Background: an optimization exercise with open tools, aiming at small area, a short achievable clock period and few clock cycles. Do not read the settings as production practice.
At most, simulation tests tie the RTL to the original design; equivalence was not proved.
Power figures rest on the tool's default switching activity, not on a simulated workload.

// dither_core
module dither_core (
    input  wire        clk,
    input  wire        rst,             
    input  wire        start,
    input  wire [1:0]  cfg_mode,        
    input  wire        cfg_invert,
    input  wire        cfg_frame,
    input  wire        cfg_pack,        
    input  wire [7:0]  cfg_threshold,
    input  wire [15:0] cfg_width,
    input  wire [15:0] cfg_height,
    output reg         busy,
    output reg         done,
    output reg         error,
    input  wire        in_valid,
    output reg         in_ready,
    input  wire [15:0] in_data,
    output reg         out_valid,
    input  wire        out_ready,
    output reg  [7:0]  out_data,
    output reg         out_last
);
export LEC_CHECK = 0
export CAP_MARGIN = 20
export CORE_MARGIN = 2
export CORE_UTILIZATION = 50
export CTS_CLUSTER_DIAMETER = 80
export CTS_CLUSTER_SIZE = 25
export PLACE_DENSITY = 0.65
export SLEW_MARGIN = 20
create_clock -name core_clock -period 24.0 [get_ports {clk}]
standard.sh (not shown) runs the stock make flow with config.mk's settings and CLKGATE_MAP_FILE= SYNTH_SCRIPT=/design/flow/synth_recipe.tcl, a recipe that flattens the netlist after the stock synthesis.
==> flow/flow/run.sh <==
#!/bin/bash
# Own layout flow: the standard synthesis and ORFS steps, with the timing
# repair asked to keep a setup margin (the clock and constraints are the standard flow's).
set -euo pipefail
bash standard.sh synth > synth.log 2>&1
bash standard.sh SETUP_SLACK_MARGIN=18 "BUFFER_PORTS_ARGS=-buffer_cell sky130_fd_sc_hd__buf_2" finish > layout.log 2>&1
Rerun with:
--- a/flow/design.v
+++ b/flow/design.v
@@ -59,17 +59,19 @@
     reg        be;           
     reg        lastcol;      
     reg        penult;       
     reg        real_px;      
     reg        hdr_lag;      
     reg        pe_lag;       
     reg [6:0]  bits;
     wire start_ok = start && idle;
-    wire geom_bad = (cfg_width == 16'd0) || (cfg_width > 16'd64) || (cfg_height == 16'd0);
+    reg        st1;          
+    reg        wbig;         
+    wire geom_bad = wbig || wsrc == 7'd0 || wsrc > 7'd64 || rl == 16'd0;
     wire lastrow = (rl == 16'd1);
     wire padok   = (!be || pe_lag) && !(lastcol && row0 && hdr_lag);
     wire proc    = run && al && (real_px ? vq : padok);
     wire [5:0] x_inc = lastcol ? 6'd0 : x + 6'd1;
     wire [5:0] p_inc = (p == lm1 || p == 6'd63) ? 6'd0 : p + 6'd1;
     wire [5:0] x1     = proc ? x_inc : x;
     wire       rowst  = proc && lastcol;          
     wire       run1   = run && !(rowst && lastrow);
@@ -259,17 +261,18 @@
             atk    <= !cfg_pack && cfg_mode == 2'd1;
             invert <= cfg_invert;
             frame  <= cfg_frame;
             thr    <= cfg_threshold;
             wsrc   <= cfg_width[6:0];
             wsel   <= cfg_wsel;
             rl     <= cfg_height;
             x      <= 6'd0;
-            p      <= 6'd63;
+            p      <= 6'd62;
+            wbig   <= cfg_width[15:7] != 9'd0;
             row0   <= 1'b1;
             row1   <= 1'b0;
             ym     <= 3'd0;
             first  <= 1'b1;
             second <= 1'b0;
             al      <= 1'b0;
             be      <= 1'b0;
             lastcol <= 1'b0;
@@ -313,38 +316,40 @@
             idle      <= 1'b1;
             done      <= 1'b0;
             error     <= 1'b0;
             in_ready  <= 1'b0;
             out_valid <= 1'b0;
             out_last  <= 1'b0;
             run       <= 1'b0;
             err_st    <= 1'b0;
+            st1       <= 1'b0;
             hdr_act   <= 1'b0;
             trl_act   <= 1'b0;
             pend_full <= 1'b0;
             vq        <= 1'b0;
         end else begin
             done  <= 1'b0;
             error <= 1'b0;
             vq    <= in_valid && in_ready;
+            st1 <= start_ok;
             if (start_ok) begin
                 busy    <= 1'b1;
                 idle    <= 1'b0;
                 hdr_idx <= 4'd0;
                 trl_idx <= 3'd0;
-                if (geom_bad) begin
-                    err_st   <= 1'b1;
-                    in_ready <= 1'b0;
-                end else begin
-                    run      <= 1'b1;
-                    hdr_act  <= cfg_frame;
-                    in_ready <= 1'b1;
-                end
+                run     <= 1'b1;
+                in_ready <= 1'b0;
+            end else if (st1 && geom_bad) begin
+                run      <= 1'b0;
+                in_ready <= 1'b0;
+                err_st   <= 1'b1;
             end else begin
+                if (st1)
+                    hdr_act <= frame;
                 in_ready <= in_ready_nx;
                 run      <= run1;
                 if (rowst && lastrow)
                     trl_act <= frame;
                 if (err_st) begin
                     err_st <= 1'b0;
                     busy   <= 1'b0;
                     idle   <= 1'b1;
Effect:
- The new run completed without violations
- clock skew fell by 12 ps
- hold slack hardly moves
- total power rose slightly
- worst setup slack gains 270 ps
- sequential power is about the same
Testbench counts after the change, summed over its fixed seeds: cycles 111,708.
The RTL of the first run of this note was laid out without a check of its function.

==> what the ideal ports hide <==
No port has a modelled driver above. Below, the same layouts with a new extraction and two added sets of constraints. Step 1, drivers: a clkbuf_16 drives clk and a buf_2 each remaining input, both assumed. Step 2, shift: input delay + t, output delay - t, t = (earliest + latest rising clock arrival at the registers) / 2. This alone moves slack from input paths to output paths. Three values: ideal ports, drivers, drivers and shift; two values: the first two.
run | t (ns) | setup slack, ns | worst data-port slew with drivers (ns)
the first run | 0.755 | 17.700 / 17.736 / 16.981 | 0.04
the second run | 0.750 | 17.971 / 17.910 / 17.505 | 0.04
After both steps every run listed still meets setup and hold. For the first run, which loses most, drivers alone change the setup slack by +0.036 ns; drivers and shift together by -0.719 ns.
